Background: an optimization exercise with open tools, aiming at a short achievable clock period. Do not read the settings as production practice.
RTL that was checked went through simulation tests only; none was proved equivalent to the original.
No activity file was given, so power comes from the tool's default toggle rates.

==> flow/design.v <==
module alarm_dueby #(
    parameter W = 16
) (
    input  wire [W-1:0] c,        
    input  wire [W-1:0] nsched,   
    input  wire [W-1:0] nextra,   
    output wire         due
);
    wire [W-1:0] s = c ^ nextra ^ nsched;
    wire [W-1:0] k = (c & nextra) | (c & nsched) | (nextra & nsched);
    localparam N = W - 1;
    wire [N-1:0] kk = {k[N-2:0], 1'b0};
    wire [N-1:0] g0 = s[N-1:0] & kk;
    wire [N-1:0] p0 = s[N-1:0] | kk;
    localparam L = $clog2(N);
    wire [N-1:0] g [0:L];
    wire [N-1:0] p [0:L];
    assign g[0] = g0;
    assign p[0] = p0;
    genvar l, i;
    generate
        for (l = 0; l < L; l = l + 1) begin : lvl
            for (i = 0; i < N; i = i + 1) begin : bt
                if (i >= (1 << l)) begin : comb
                    assign g[l+1][i] = g[l][i] | (p[l][i] & g[l][i - (1 << l)]);
                    assign p[l+1][i] = p[l][i] & p[l][i - (1 << l)];
                end else begin : thru
                    assign g[l+1][i] = g[l][i];
                    assign p[l+1][i] = p[l][i];
                end
            end
        end
    endgenerate
    wire carry = g[L][N-1];       
    wire top   = s[W-1] ^ k[W-2];
    assign due = ~(top ^ carry);
endmodule
module alarm_timer #(
    parameter TW = 32,
    parameter W  = 24,
    parameter S  = 8
) (
    input  wire          clk,
    input  wire          rst,
    input  wire [TW-1:0] now,
    input  wire [2:0]    t_op,
    input  wire [W-1:0]  t_arg,
    output wire          t_due
);
    reg  [W-1:0] nsched;
    wire [W-1:0] c  = now[S +: W];
    wire [W-1:0] na = ~t_arg;
    wire [W-1:0] nc = ~c;
    wire due;
    alarm_dueby #(.W(W)) u_cmp (
        .c      (c),
        .nsched (nsched),
        .nextra (na),
        .due    (due)
    );
    wire op_due = (t_op == 3'd3) | (t_op == 3'd4) | (t_op == 3'd5);
    assign t_due = due & op_due & ~rst;
    wire [W-1:0] n_set    = nc + na + 3;       
    wire [W-1:0] n_now    = nc + 2;            
    wire [W-1:0] n_repeat = nsched + na + 1;   
    always @(posedge clk) begin
        if (rst) begin
            nsched <= {{(W-1){1'b0}}, 1'b1};
        end else begin
            case (t_op)
                3'd1:    nsched <= n_set;
                3'd2:    nsched <= n_now;
                3'd4:    if (due) nsched <= n_now;
                3'd5:    if (due) nsched <= n_repeat;
                default: nsched <= nsched;
            endcase
        end
    end
endmodule
module dmx_frame_decoder (
    input  wire        clk,
    input  wire        rst,
    input  wire        init,
    input  wire        in_valid,
    output wire        in_ready,
    input  wire [7:0]  in_data,
    input  wire [31:0] now,
    output reg         sink_cfg_valid,
    output reg  [9:0]  sink_cfg_count,
    output reg         sink_wr_valid,
    output reg  [8:0]  sink_wr_index,
    output reg  [7:0]  sink_wr_data,
    output reg         ok_pulse,
    output reg         err_pulse,
    output reg  [7:0]  err_tag,
    output reg         ok_indicator
);
    localparam [7:0] TAG_M    = 8'h4D;
    localparam [7:0] TAG_R    = 8'h52;
    localparam [7:0] TAG_ZERO = 8'h30;
    localparam [7:0] TAG_C    = 8'h43;
    reg        st_start, st_cmd, st_low, st_high, st_data;
    reg [7:0]  low;         
    reg [9:0]  active;      
    reg [9:0]  windex;      
    reg        more;        
    reg [15:0] nidle;       
    assign in_ready = ~(rst | init);
    wire       clr    = rst | init;
    wire       accept = in_valid & ~clr;
    wire [7:0] ch     = in_data;
    wire [15:0] c     = now[15:0];
    wire [15:0] idle_sum = c + nidle;
    wire idle_due = ~idle_sum[15];
    wire is_7e = (ch == 8'h7E);
    wire is_06 = (ch == 8'h06);
    wire is_e7 = (ch == 8'hE7);
    wire resync = ~st_start & is_7e & idle_due;
    wire low_zero = (low == 8'd0);
    wire d_zero   = low_zero & (ch == 8'd0);
    wire d_over   = (ch[7:2] != 6'd0) | (ch[1] & (ch[0] | ~low_zero));
    wire d_neq    = (ch[7:2] != 6'd0) | (ch[1:0] != active[9:8]) |
                    (low != active[7:0]);
    wire d_ok     = ~d_zero & ~d_over;
    wire err_disp = (st_start & ~is_7e) | (st_cmd & ~is_06) |
                    (st_high & ~d_ok) | (st_data & ~more & ~is_e7);
    wire err      = resync | err_disp;
    wire write    = st_data & more & ~resync;
    wire fin_ok   = st_data & ~more & is_e7;
    wire [9:0] windex_inc = windex + 10'd1;
    always @(posedge clk) begin
        sink_cfg_valid <= clr | (accept & (err | (st_high & d_neq)));
        sink_wr_valid  <= accept & write;
        ok_pulse       <= accept & fin_ok;
        err_pulse      <= accept & err;
        sink_cfg_count <= (~clr & st_high & ~d_over) ? {ch[1:0], low} : 10'd0;
        sink_wr_index  <= windex[8:0];
        sink_wr_data   <= ch;
        err_tag        <= resync ? TAG_R :
                          st_high ? (d_zero ? TAG_ZERO : TAG_C) : TAG_M;
        if (clr) begin
            st_start     <= 1'b1;
            st_cmd       <= 1'b0;
            st_low       <= 1'b0;
            st_high      <= 1'b0;
            st_data      <= 1'b0;
            active       <= 10'd0;
            windex       <= 10'd0;
            ok_indicator <= 1'b0;
            nidle        <= ~c + 16'hFF39;
        end else if (accept) begin
            nidle    <= ~c + 16'hFF39;
            st_start <= ~resync & ((st_start & ~is_7e) | (st_cmd & ~is_06) |
                        (st_high & ~d_ok) | (st_data & ~more));
            st_cmd   <= resync | (st_start & is_7e);
            st_low   <= ~resync & st_cmd & is_06;
            st_high  <= ~resync & st_low;
            st_data  <= ~resync & ((st_high & d_ok) | (st_data & more));
            if (st_low)
                low <= ch;
            if (err)
                active <= 10'd0;
            else if (st_high)
                active <= {ch[1:0], low};
            windex <= write ? windex_inc : 10'd0;
            more   <= st_high | (windex_inc != active);
            if (err)
                ok_indicator <= 1'b0;
            else if (fin_ok)
                ok_indicator <= 1'b1;
        end
    end
endmodule
module dmx_core (
    input  wire        clk,
    input  wire        rst,
    input  wire [31:0] now,
    input  wire        init,
    input  wire        in_valid,
    output wire        in_ready,
    input  wire [7:0]  in_data,
    output wire        sink_cfg_valid,
    output wire [9:0]  sink_cfg_count,
    output wire        sink_wr_valid,
    output wire [8:0]  sink_wr_index,
    output wire [7:0]  sink_wr_data,
    output wire        ok_pulse,
    output wire        err_pulse,
    output wire [7:0]  err_tag,
    output wire        ok_indicator,
    input  wire [2:0]  t_op,
    input  wire [23:0] t_arg,
    output wire        t_due
);
    dmx_frame_decoder u_dec (
        .clk            (clk),
        .rst            (rst),
        .init           (init),
        .in_valid       (in_valid),
        .in_ready       (in_ready),
        .in_data        (in_data),
        .now            (now),
        .sink_cfg_valid (sink_cfg_valid),
        .sink_cfg_count (sink_cfg_count),
        .sink_wr_valid  (sink_wr_valid),
        .sink_wr_index  (sink_wr_index),
        .sink_wr_data   (sink_wr_data),
        .ok_pulse       (ok_pulse),
        .err_pulse      (err_pulse),
        .err_tag        (err_tag),
        .ok_indicator   (ok_indicator)
    );
    alarm_timer #(
        .TW (32),
        .W  (24),
        .S  (8)
    ) u_timer (
        .clk   (clk),
        .rst   (rst),
        .now   (now),
        .t_op  (t_op),
        .t_arg (t_arg),
        .t_due (t_due)
    );
endmodule
make LEC_CHECK=0 ABC_CLOCK_PERIOD_IN_PS=3000 CAP_MARGIN=20 CORE_MARGIN=2 CORE_UTILIZATION=40 SETUP_SLACK_MARGIN=3.0 SLEW_MARGIN=20 finish   # period 7.0 ns
run.sh (not shown) runs the stock make flow with config.mk's settings and CLKGATE_MAP_FILE= SYNTH_SCRIPT=/design/flow/synth_recipe.tcl, a recipe that flattens the netlist after the stock synthesis.
The starting point completed with no timing, DRC or antenna violations.
Then changed:
--- a/flow/design.v
+++ b/flow/design.v
@@ -5,38 +5,14 @@
     input  wire [W-1:0] nsched,   
     input  wire [W-1:0] nextra,   
     output wire         due
 );
     wire [W-1:0] s = c ^ nextra ^ nsched;
     wire [W-1:0] k = (c & nextra) | (c & nsched) | (nextra & nsched);
-    localparam N = W - 1;
-    wire [N-1:0] kk = {k[N-2:0], 1'b0};
-    wire [N-1:0] g0 = s[N-1:0] & kk;
-    wire [N-1:0] p0 = s[N-1:0] | kk;
-    localparam L = $clog2(N);
-    wire [N-1:0] g [0:L];
-    wire [N-1:0] p [0:L];
-    assign g[0] = g0;
-    assign p[0] = p0;
-    genvar l, i;
-    generate
-        for (l = 0; l < L; l = l + 1) begin : lvl
-            for (i = 0; i < N; i = i + 1) begin : bt
-                if (i >= (1 << l)) begin : comb
-                    assign g[l+1][i] = g[l][i] | (p[l][i] & g[l][i - (1 << l)]);
-                    assign p[l+1][i] = p[l][i] & p[l][i - (1 << l)];
-                end else begin : thru
-                    assign g[l+1][i] = g[l][i];
-                    assign p[l+1][i] = p[l][i];
-                end
-            end
-        end
-    endgenerate
-    wire carry = g[L][N-1];       
-    wire top   = s[W-1] ^ k[W-2];
-    assign due = ~(top ^ carry);
+    wire [W-1:0] sum = s + {k[W-2:0], 1'b0};
+    assign due = ~sum[W-1];
 endmodule
 module alarm_timer #(
     parameter TW = 32,
     parameter W  = 24,
     parameter S  = 8
 ) (
=> The new run completed without violations; routed wire length rose by 0.33%; sequential power fell by about 0.5%; non-clock buffer count rose by 3; fmax fell by 5.2%; setup slack got worse by 0.26 ns; count of clock-buffer cells in the layout fell by 1; first-iteration DRC count fell by 0.59%; via count rose by 3.5%; core utilization barely changes; worst hold slack improved by 0.0059 ns; power fell by 1.8%; clock skew fell by 0.0050 ns; final area rose by 2.8%; register-to-register slack got worse by 0.59 ns.
The RTL of the first run of this note was laid out without a check of its function.

[separate check: timing with driven ports]
The results above use ideal ports. As a check the final layouts listed here were re-extracted and re-timed, cells and wires unchanged.
Step 1 assumes that a clkbuf_16 drives the clock port and a buf_2 every other input.
Step 2 adds t to the input delays and takes it off the output delays; t is the mean of the earliest and latest rising clock arrival at the registers after step 1. Input paths then give back, and output paths get back, about the clock's delay inside the block.
Slacks: ideal ports / drivers / drivers and shift; pairs: ideal ports / drivers.
run	t (ns)	setup WS [ns]	worst hold slack (ns)	worst setup path at the end	clock arrival spread, ns
the first run	0.406	2.238 / 2.181 / 2.133	0.403 / 0.403 / 0.403	input to register	0.018 / 0.018
the second run	0.402	1.977 / 1.893 / 1.893	0.409 / 0.409 / 0.409	input to output	0.012 / 0.012
After both steps every run listed still meets setup and hold. The setup slack of the first run, which loses most, moves by -0.057 ns with the drivers and by -0.105 ns with both steps.
